This is an optimization exercise on Yosys and OpenROAD, whose aim is small area, not a production implementation.
In this exercise RTL edits were held to simulation tests only and were not proved equivalent to the original.
Power figures rest on the tool's default switching activity, not on a simulated workload.

## flow/config.mk

```make
export PLATFORM = sky130hd
export DESIGN_NAME = ssd_decoder
export DESIGN_NICKNAME = ssd_decoder
export VERILOG_FILES = /design/flow/design.v
export SDC_FILE = /design/flow/constraint.sdc
export NUM_CORES = 4
export LEC_CHECK = 0
export CAP_MARGIN = 20
export CORE_MARGIN = 2
export CORE_UTILIZATION = 40
export SLEW_MARGIN = 20
```

## flow/constraint.sdc

```tcl
create_clock -name core_clock -period 20.0 [get_ports {clk}]
set_input_delay 4.0000 -clock core_clock [delete_from_list [all_inputs] [get_ports {clk}]]
set_output_delay 4.0000 -clock core_clock [all_outputs]
set_load 0.01 [all_outputs]
```

## flow/design.v

```verilog
module ssd_decoder (
    input             clk,
    input             rst,
    input      [63:0] cfg_min1,
    input      [63:0] cfg_max1,
    input      [63:0] cfg_min0,
    input      [63:0] cfg_max0,
    input      [63:0] cfg_mingap,
    input      [63:0] cfg_maxgap,
    input      [63:0] cfg_maxbit,
    input       [4:0] cfg_preamble_bits,
    input             cfg_cksum_formula,
    input       [2:0] cfg_program_bytes,
    input       [2:0] cfg_unknown_bytes,
    input      [63:0] cfg_start,
    input             edge_valid,
    input             edge_end,
    input      [63:0] edge_pos,
    output            edge_ready,
    output reg        frame_valid,
    output reg [63:0] frame_start,
    output reg [63:0] frame_end,
    output reg  [3:0] frame_type,
    output reg  [3:0] frame_flags,
    output reg [31:0] frame_data1,
    output reg [31:0] frame_data2,
    output            halted,
    output reg  [1:0] hcause
);
    localparam [3:0] S_HUNT      = 4'h0,
                     S_PREAMBLE  = 4'h1,
                     S_PSTART    = 4'h2,
                     S_CMD       = 4'h3,
                     S_DSTART    = 4'h4,
                     S_DATA      = 4'h5,
                     S_DSTART_CK = 4'h6,
                     S_CKSUM     = 4'h7,
                     S_PEND      = 4'h8,
                     S_GAPSKIP   = 4'h9,
                     S_HALTED    = 4'hF;
    localparam [1:0] SYM_ZERO = 2'd0, SYM_ONE = 2'd1, SYM_GAP = 2'd2, SYM_ERR = 2'd3;
    localparam [1:0] BIT_ZERO = 2'd0, BIT_ONE = 2'd1, BIT_BERR = 2'd2, BIT_FERR = 2'd3;
    localparam [3:0] F_PREAMBLE = 4'd0, F_PSBIT = 4'd1, F_COMMAND = 4'd2, F_DSBIT = 4'd3,
                     F_CAR_DATA = 4'd4, F_CHECKSUM = 4'd5, F_PEBIT = 4'd6, F_ERROR = 4'd7;
    localparam [3:0] FL_BIT = 4'b0001, FL_FRAMING = 4'b0010, FL_PACKET = 4'b0100,
                     FL_CHECKSUM = 4'b1000;
    localparam [31:0] K_HALF_BIT = 32'd1, K_UNEXP_GAP = 32'd2, K_UNEXP_ZERO = 32'd3,
                      K_BIT_ERROR = 32'd4, K_FRAMING = 32'd5, K_UNEXP_ONE = 32'd6;
    localparam [1:0] H_NONE = 2'd0, H_EXHAUSTED = 2'd2, H_EDGE_FAULT = 2'd3;
    localparam [1:0] M_UNKNOWN = 2'd0, M_PROGRAM = 2'd1, M_RACE = 2'd2;
    reg  [3:0] st;
    reg [63:0] cur;        
    reg [31:0] pcnt;       
    reg [63:0] pstart;     
    reg [63:0] ustart;     
    reg  [7:0] shreg;      
    reg  [2:0] bidx;       
    reg  [1:0] mode;
    reg  [2:0] car_index;
    reg  [7:0] cks;
    reg        half;       
    reg  [1:0] sym1;       
    reg        fault1;     
    reg [63:0] bit_a;      
    wire cfg_ok = (cfg_min1 >= 64'd1) && (cfg_min1 <= cfg_max1) &&
                  (cfg_max1 < cfg_min0) && (cfg_min0 <= cfg_max0) &&
                  (cfg_preamble_bits >= 5'd8) && (cfg_preamble_bits <= 5'd22) &&
                  ((cfg_program_bytes == 3'd4) || (cfg_program_bytes == 3'd6)) &&
                  (cfg_unknown_bytes >= 3'd1) && (cfg_unknown_bytes <= 3'd6);
    wire running = (st != S_HALTED) && cfg_ok;
    wire [64:0] diff  = {1'b0, edge_pos} - {1'b0, cur};
    wire [63:0] len   = diff[63:0];
    wire        fault = diff[64] || (len == 64'd0);    
    wire in_one  = (len >= cfg_min1)   && (len <= cfg_max1);
    wire in_zero = (len >= cfg_min0)   && (len <= cfg_max0);
    wire in_gap  = (len >= cfg_mingap) && (len <= cfg_maxgap);
    wire [1:0] csym = in_one ? SYM_ONE : in_zero ? SYM_ZERO : SYM_ERR;
    wire [1:0] psym = in_one ? SYM_ONE : in_zero ? SYM_ZERO : in_gap ? SYM_GAP : SYM_ERR;
    wire [63:0] span = edge_pos - bit_a;
    reg  [1:0]  lbit;
    always @* begin
        if (sym1 == SYM_ERR || csym == SYM_ERR || span > cfg_maxbit)
            lbit = BIT_BERR;
        else if (sym1 != csym)
            lbit = BIT_FERR;
        else
            lbit = sym1;    
    end
    wire [7:0] shifted = {shreg[6:0], lbit[0]};
    wire is_bit_state = (st == S_PSTART) || (st == S_CMD) || (st == S_DSTART) ||
                        (st == S_DATA) || (st == S_DSTART_CK) || (st == S_CKSUM);
    wire [32:0] pcnt_inc  = {1'b0, pcnt} + 33'd1;
    wire [31:0] pcnt_next = pcnt_inc[32] ? 32'hFFFF_FFFF : pcnt_inc[31:0];
    wire [31:0] pre_threshold = {26'd0, cfg_preamble_bits, 1'b0};
    reg [2:0] expected;
    always @* begin
        case (mode)
            M_RACE:    expected = 3'd6;
            M_PROGRAM: expected = cfg_program_bytes;
            default:   expected = cfg_unknown_bytes;
        endcase
    end
    function [1:0] mode_of(input [7:0] v);
        mode_of = (v == 8'h02) ? M_RACE : (v == 8'h01) ? M_PROGRAM : M_UNKNOWN;
    endfunction
    reg        take;         
    reg        emit;
    reg [63:0] e_start, e_end;
    reg  [3:0] e_type, e_flags;
    reg [31:0] e_d1, e_d2;
    reg        to_hunt;
    reg [31:0] hunt_pcnt;
    reg  [3:0] st_n;
    reg [31:0] pcnt_n;
    reg [63:0] pstart_n, ustart_n;
    reg  [7:0] shreg_n, cks_n;
    reg  [2:0] bidx_n, car_index_n;
    reg  [1:0] mode_n, hcause_n;
    reg        half_n, fault1_n;
    reg  [1:0] sym1_n;
    reg [63:0] bit_a_n;
    task automatic raise(input [31:0] kind, input [3:0] flag, input [63:0] s, input [63:0] e);
        begin
            emit    = 1'b1;
            e_type  = F_ERROR;
            e_flags = flag;
            e_start = s;
            e_end   = e;
            e_d1    = kind;
            e_d2    = {28'd0, st};
            to_hunt = 1'b1;
            hunt_pcnt = 32'd0;
        end
    endtask
    task automatic bit_fail(input [1:0] b);
        begin
            case (b)
                BIT_BERR: raise(K_BIT_ERROR, FL_BIT,     ustart_n, edge_pos);
                BIT_FERR: raise(K_FRAMING,   FL_FRAMING, ustart_n, edge_pos);
                default:  raise(K_UNEXP_ONE, FL_PACKET,  ustart_n, edge_pos);
            endcase
        end
    endtask
    always @* begin
        take      = 1'b0;
        emit      = 1'b0;
        e_start   = 64'd0;
        e_end     = 64'd0;
        e_type    = 4'd0;
        e_flags   = 4'd0;
        e_d1      = 32'd0;
        e_d2      = 32'd0;
        to_hunt   = 1'b0;
        hunt_pcnt = 32'd0;
        st_n        = st;
        pcnt_n      = pcnt;
        pstart_n    = pstart;
        ustart_n    = ustart;
        shreg_n     = shreg;
        cks_n       = cks;
        bidx_n      = bidx;
        car_index_n = car_index;
        mode_n      = mode;
        hcause_n    = hcause;
        half_n      = half;
        fault1_n    = fault1;
        sym1_n      = sym1;
        bit_a_n     = bit_a;
        if (running && edge_valid) begin
            if (edge_end) begin
                st_n     = S_HALTED;
                hcause_n = H_EXHAUSTED;
            end else if (is_bit_state && !half) begin
                if (st == S_PSTART || st == S_DSTART || st == S_DSTART_CK || bidx == 3'd0)
                    ustart_n = cur;
                take     = 1'b1;
                half_n   = 1'b1;
                sym1_n   = csym;
                fault1_n = fault;
                bit_a_n  = cur;
            end else if (fault || (is_bit_state && fault1)) begin
                st_n     = S_HALTED;
                hcause_n = H_EDGE_FAULT;
            end else begin
                case (st)
                    S_HUNT: begin
                        take = 1'b1;
                        if (csym == SYM_ONE) begin
                            if (pcnt == 32'd0)
                                pstart_n = cur;
                            pcnt_n = pcnt_next;
                            if (pcnt_next >= pre_threshold)
                                st_n = S_PREAMBLE;
                        end else begin
                            pcnt_n = 32'd0;
                        end
                    end
                    S_PREAMBLE: begin
                        case (psym)
                            SYM_ONE: begin
                                take   = 1'b1;
                                pcnt_n = pcnt_next;
                            end
                            SYM_ZERO: begin
                                emit    = 1'b1;
                                e_type  = F_PREAMBLE;
                                e_start = pstart;
                                e_end   = cur;
                                e_d1    = pcnt >> 1;
                                e_d2    = pcnt;
                                st_n    = S_PSTART;
                            end
                            SYM_GAP: raise(K_UNEXP_GAP, FL_PACKET, pstart, edge_pos);
                            default: raise(K_HALF_BIT,  FL_BIT,    pstart, edge_pos);
                        endcase
                    end
                    S_PSTART, S_DSTART, S_DSTART_CK: begin
                        take   = 1'b1;
                        half_n = 1'b0;
                        if (lbit == BIT_ZERO) begin
                            emit    = 1'b1;
                            e_type  = (st == S_PSTART) ? F_PSBIT : F_DSBIT;
                            e_start = ustart;
                            e_end   = edge_pos;
                            shreg_n = 8'd0;
                            bidx_n  = 3'd0;
                            case (st)
                                S_PSTART: begin
                                    cks_n = cfg_cksum_formula ? 8'hFF : 8'h00;
                                    st_n  = S_CMD;
                                end
                                S_DSTART: st_n = S_DATA;
                                default:  st_n = S_CKSUM;
                            endcase
                        end else begin
                            bit_fail(lbit);
                        end
                    end
                    S_CMD, S_DATA, S_CKSUM: begin
                        take   = 1'b1;
                        half_n = 1'b0;
                        if (lbit == BIT_ZERO || lbit == BIT_ONE) begin
                            if (bidx == 3'd7) begin
                                shreg_n = 8'd0;
                                bidx_n  = 3'd0;
                                emit    = 1'b1;
                                e_start = ustart;
                                e_end   = edge_pos;
                                case (st)
                                    S_CMD: begin
                                        mode_n      = mode_of(shifted);
                                        car_index_n = 3'd0;
                                        if (cfg_cksum_formula)
                                            cks_n = cks ^ shifted;
                                        e_type = F_COMMAND;
                                        e_d1   = {24'd0, shifted};
                                        e_d2   = {30'd0, mode_of(shifted)};
                                        st_n   = S_DSTART;
                                    end
                                    S_DATA: begin
                                        cks_n       = cks ^ shifted;
                                        e_type      = F_CAR_DATA;
                                        e_d1        = {24'd0, shifted};
                                        e_d2        = {29'd0, car_index} + 32'd1;
                                        car_index_n = car_index + 3'd1;
                                        if (car_index + 3'd1 == expected)
                                            st_n = S_DSTART_CK;
                                        else
                                            st_n = S_DSTART;
                                    end
                                    default: begin
                                        e_type  = F_CHECKSUM;
                                        e_flags = (shifted == cks) ? 4'd0 : FL_CHECKSUM;
                                        e_d1    = {24'd0, shifted};
                                        e_d2    = {24'd0, cks};
                                        st_n    = S_PEND;
                                    end
                                endcase
                            end else begin
                                shreg_n = shifted;
                                bidx_n  = bidx + 3'd1;
                            end
                        end else begin
                            bit_fail(lbit);
                        end
                    end
                    S_PEND: begin
                        case (psym)
                            SYM_GAP: begin
                                emit    = 1'b1;
                                e_type  = F_PEBIT;
                                e_start = cur;
                                e_end   = edge_pos;
                                pcnt_n  = 32'd0;
                                st_n    = S_GAPSKIP;
                            end
                            SYM_ONE: begin
                                emit      = 1'b1;
                                e_type    = F_PEBIT;
                                e_start   = cur;
                                e_end     = edge_pos;
                                take      = 1'b1;
                                to_hunt   = 1'b1;
                                hunt_pcnt = 32'd1;
                                pstart_n  = cur;
                            end
                            SYM_ZERO: raise(K_UNEXP_ZERO, FL_PACKET, cur, edge_pos);
                            default:  raise(K_HALF_BIT,   FL_BIT,    cur, edge_pos);
                        endcase
                    end
                    S_GAPSKIP: begin
                        if (psym == SYM_GAP)
                            take = 1'b1;
                        else
                            to_hunt = 1'b1;
                    end
                    default: ;
                endcase
                if (to_hunt) begin
                    st_n        = S_HUNT;
                    pcnt_n      = hunt_pcnt;
                    mode_n      = M_UNKNOWN;
                    car_index_n = 3'd0;
                    cks_n       = 8'd0;
                    shreg_n     = 8'd0;
                    bidx_n      = 3'd0;
                    half_n      = 1'b0;
                end
            end
        end
    end
    assign edge_ready = take;
    assign halted     = (st == S_HALTED);
    always @(posedge clk) begin
        if (rst) begin
            st          <= S_HUNT;
            cur         <= cfg_start;
            pcnt        <= 32'd0;
            pstart      <= 64'd0;
            ustart      <= 64'd0;
            shreg       <= 8'd0;
            bidx        <= 3'd0;
            mode        <= M_UNKNOWN;
            car_index   <= 3'd0;
            cks         <= 8'd0;
            hcause      <= H_NONE;
            half        <= 1'b0;
            sym1        <= SYM_ZERO;
            fault1      <= 1'b0;
            bit_a       <= 64'd0;
            frame_valid <= 1'b0;
        end else begin
            st          <= st_n;
            if (take)
                cur     <= edge_pos;
            pcnt        <= pcnt_n;
            pstart      <= pstart_n;
            ustart      <= ustart_n;
            shreg       <= shreg_n;
            bidx        <= bidx_n;
            mode        <= mode_n;
            car_index   <= car_index_n;
            cks         <= cks_n;
            hcause      <= hcause_n;
            half        <= half_n;
            sym1        <= sym1_n;
            fault1      <= fault1_n;
            bit_a       <= bit_a_n;
            frame_valid <= emit;
        end
    end
    always @(posedge clk) begin
        if (emit) begin
            frame_start <= e_start;
            frame_end   <= e_end;
            frame_type  <= e_type;
            frame_flags <= e_flags;
            frame_data1 <= e_d1;
            frame_data2 <= e_d2;
        end
    end
endmodule
```

## flow/run.sh

```bash
#!/bin/bash
# synth_recipe.tcl (not shown) runs the flow's synth.tcl, then flattens the netlist and writes it again
# the make line also repeats each setting of config.mk as NAME=value (left out here)
make -C /OpenROAD-flow-scripts/flow DESIGN_CONFIG=/design/flow/config.mk WORK_HOME=/design/flow/orfs CLKGATE_MAP_FILE= SYNTH_SCRIPT=/design/flow/synth_recipe.tcl finish
```

==> results_dict.tcl <==
set metrics [dict create \
    maxCapViolCount 0 \
    wl_um 200000 \
    outcome "finished clean" \
    ir_worst_vdd_mv 0.0648 \
    area_growth_pct 24.8 \
    syn_area_per_cell_um2 8.34 \
    root_buffer "clkbuf_16" \
    top_layer "met5" \
    max_slew.worst_pin.slew_ns 1.18 \
    combPwrFrac_pct 37.1 \
    crit_type "in2out" \
    ant_nets 0 \
    netSwitchingPower_w 0.00129 \
    relSlewSlack_pct 21.3 \
    seq_power_share_pct 32.0 \
    worstHoldStart "ustart[58]$_SDFFE_PP0P_" \
    timing.rr.end "frame_end[30]$_SDFFCE_PN0P_" \
    p_int_w 0.00229 \
    cp_max_fo 8 \
    fin_crit_ns 15.84 \
    grt_usage_pct 32.0 \
    cp_data_arrival_time_ns 11.84 \
    final_area_mm2 0.0589 \
    synth-seq-area-share_pct 27.6 \
    setup_tns_ns 0 \
    initial_core_util_pct 40.1 \
    grt_max_degree 151 \
    p_per_area_mw_per_mm2 60.9 \
    wl_met2_um 94900 \
    setup_violations 0 \
    die_h_um 347 \
    yosysMostFrequentCell "ha_1" \
    io_buffers 794 \
    r2r_cells 31 \
    first_pass_iters 7 \
    synth_seq_cells 520 \
    grt_pass1_wl_um 293000 \
    routedWlPerCell_um 25.2 \
    cts_setup_buffers 0 \
    synth_top_cell_area_share_pct 20.7 \
    pin_count 797 \
    met3_length_um 15200 \
    cp-end-kind "output pin" \
    tritoncts "yes" \
    die_area_mm2 0.121 \
    regToRegSetupSlack_ns 9.39 \
    p_sw_share_pct 36.1 \
    hold_end "ustart[58]$_SDFFE_PP0P_" \
    cts_max_level 2 \
    p_clk_share_pct 30.8 \
    cts_max_path_buffers 3 \
    fin_nets 7713 \
    drtIter0Drc 4152 \
    yosysWarnings 1 \
    drc 0 \
    hold_buffers 0 \
    hold_viol 0 \
    cts.repair.resized 0 \
    synth.distinct_cells 94 \
    num_rows 126 \
    synth_ff_type "edfxtp_1" \
    finClkSkew_ns 0.0697 \
    overflow 0 \
    path_clk_slew_ns 0.06 \
    yosys-top-cells-area "ha_1 (21%), edfxtp_1 (17%), dfxtp_1 (11%)" \
    reg2reg_from "bit_a[0]$_SDFFE_PP0P_" \
    netlist_top_cells_count "ha_1 (779), inv_1 (646), nand2_1 (542)" \
    required_ns 16.00 \
    dpl_cell_area_mm2 0.0569 \
    hold_path_depth 2 \
    syn_inst 5660 \
    detail_route.vias_per_cell 5.88 \
    coreArea_mm2 0.118 \
    hp-class "reg2reg" \
    fill_cells 11318 \
    startpoint_type "input port" \
    drive_above_1_share_pct 5.76 \
    synth-edff-count 262 \
    leakage_nw 24.4 \
    final.period_utilization_pct 79.2 \
    cts_buffers 59 \
    async_flop_share_pct 0 \
    rsz0062_at_grt "false" \
    antenna_found_initial 15 \
    slew_viol_final 0 \
    die_x_um 347 \
    synth_area_mm2 0.0472 \
    gp_congestion 0.995 \
    max_freq_mhz 63.1 \
    dpl.hpwl_um 162000 \
    vias 46597 \
    clk_latency_ns 0.69 \
    grt_pass1_vias 45814 \
    yosys.area.top_type "ha_1" \
    cts_sinks 520 \
    wl_met1_um 79900 \
]
worst max-delay path, stage by stage:
cell	delay [ns]
clkdlybuf4s50_1	0.64
ha_1	0.53
nand4_1	0.14
nor3_1	0.20
or3b_1	0.46
a211oi_1	0.48
o21ai_0	0.26
a31oi_1	0.59
a21o_1	0.24
xor2_1	0.80
ha_1	0.24
nand4_1	0.10
nor3_1	0.36
nand2_1	0.10
or4_1	0.56
a211oi_1	0.25
o211ai_1	0.23
or3_1	0.49
nand2_1	0.10
o31ai_1	0.08
nand2_1	0.12
a41o_1	0.29
clkdlybuf4s50_1	0.57
sequential cells by signal (all words and copies together) (netlist names), 4 cells and up:
| name | cells |
|---|---|
| bit_a | 64 |
| cur | 64 |
| frame_end | 64 |
| frame_start | 64 |
| pstart | 64 |
| ustart | 64 |
| frame_data2 | 32 |
| pcnt | 32 |
| frame_data1 | 31 |
| cks | 8 |
| shreg | 7 |
| frame_flags | 4 |
| st | 4 |
logic make-up after synthesis:
kind of cell	Yosys count	synth area share (%)
compound gates	1593	22.8
xor+xnor	120	2.23
fa+ha+maj	781	20.7
buf+inv	881	7.11
flops	520	27.6
mux	83	1.94
other cells	1	0.00795
simple gates	1681	17.5
cells in the final DEF, fill, tap and decap left out, types with 26 or more instances in the layout:
cell             Yosys  layout
a211oi_1            76      73
a21o_1             235     235
a21oi_1            477     476
a222oi_1            64      64
a22oi_1             75      75
a31o_2              66      66
a31oi_1             64      63
and2_1              74      74
and3_1              35      35
and4_1              26      26
buf_4                2      54
clkbuf_16            0      64
clkdlybuf4s50_1      0     793
dfxtp_1            258     258
edfxtp_1           262     262
ha_1               779     779
inv_1              646     645
mux2_2              68      68
nand2_1            542     541
nand3_1            114     114
nand4_1            163     163
nor2_1             362     360
nor2b_1             40      40
nor3_1              82      79
nor3b_1             73      72
nor4_1              54      51
o211ai_1            37      37
o21a_1              50      49
o21ai_0            182     182
o21bai_1            35      35
or3_1               28      27
xnor2_1             79      70
xor2_1              41      33
power groups by stage:
stage	clock, W	sequential (W)	combinational [W]
after global routing	0.00116	0.00115	0.00147
final	0.00111	0.00115	0.00133
after detailed placement	0	0.00117	0.00131
after floorplan	0	0.00116	0.000787
after global placement	0	0.00117	0.00129
after CTS	0.00112	0.00115	0.00132
stage by stage:
stage / power (W) / hold WS (ns) / util, % / std cells / worst slack [ns]
final: 0.00358 / 0.450 / 50.1 / 7930 / 4.16
after global placement: 0.00246 / 0.437 / 48.4 / 7814 / 4.34
after global routing: 0.00378 / 0.466 / 50.1 / 7929 / 3.65
after floorplan: 0.00194 / 0.431 / - / 5661 / 1.98
after CTS: 0.00358 / 0.451 / 50.0 / 7925 / 4.31
after detailed placement: 0.00248 / 0.443 / 48.4 / 7814 / 4.32
how the worst max path moves through the flow:
stage | slack [ns] | cells past startpoint | startpoint | to
after floorplan | 1.98 | 23 | edge_pos[34] | frame_data1[0]$_SDFFCE_PN0P_
after global placement | 4.34 | 23 | edge_pos[1] | edge_ready
after detailed placement | 4.32 | 24 | edge_pos[12] | edge_ready
after CTS | 4.31 | 24 | edge_pos[12] | edge_ready
after global routing | 3.65 | 23 | edge_pos[35] | edge_ready
final | 4.16 | 23 | edge_pos[12] | edge_ready
layer usage:
layer  global-route usage (%)  vias up
li1                         -    22134
met1                     38.8    22128
met2                     54.7     1897
met3                     6.32      420
met4                     14.0       18
met5                        0        -
layout make-up:
class,instances,area [um2],area share (%)
Timing Repair Buffer,851,8430,14.3
Antenna cell,4,10.0,0.0170
Inverter,648,2430,4.13
Sequential cell,520,13000,22.1
Tap cell,1536,1920,3.26
Clock buffer,86,1710,2.91
Clock inverter,25,248,0.421
Multi-Input combinational cell,4260,31100,52.8

[afterwards: timing with drivers on the ports]
The results above use ideal ports. As a check the final layout listed here was re-extracted and re-timed, cells and wires unchanged. Step 1 sets driving cells, clkbuf_16 on the clock port and buf_2 on the other inputs (assumed; they add their load-dependent delay and slew). Step 2 moves the port delays by t, midway between the first and last clock arrival at a register: inputs arrive t later, outputs are due t later. That takes back most of the time a late clock gives input paths. a / b / c = ideal / step 1 / step 2; a / b = the first two.
t (ns): 0.732
slack for setup (ns): 4.158 / 4.132 / 4.132
worst setup path at the end: input to output
worst slew at a driven data input, ns: 0.14
After both steps setup and hold are still met in this run. The setup slack of this run moves by -0.026 ns with the drivers and by -0.026 ns with both steps.
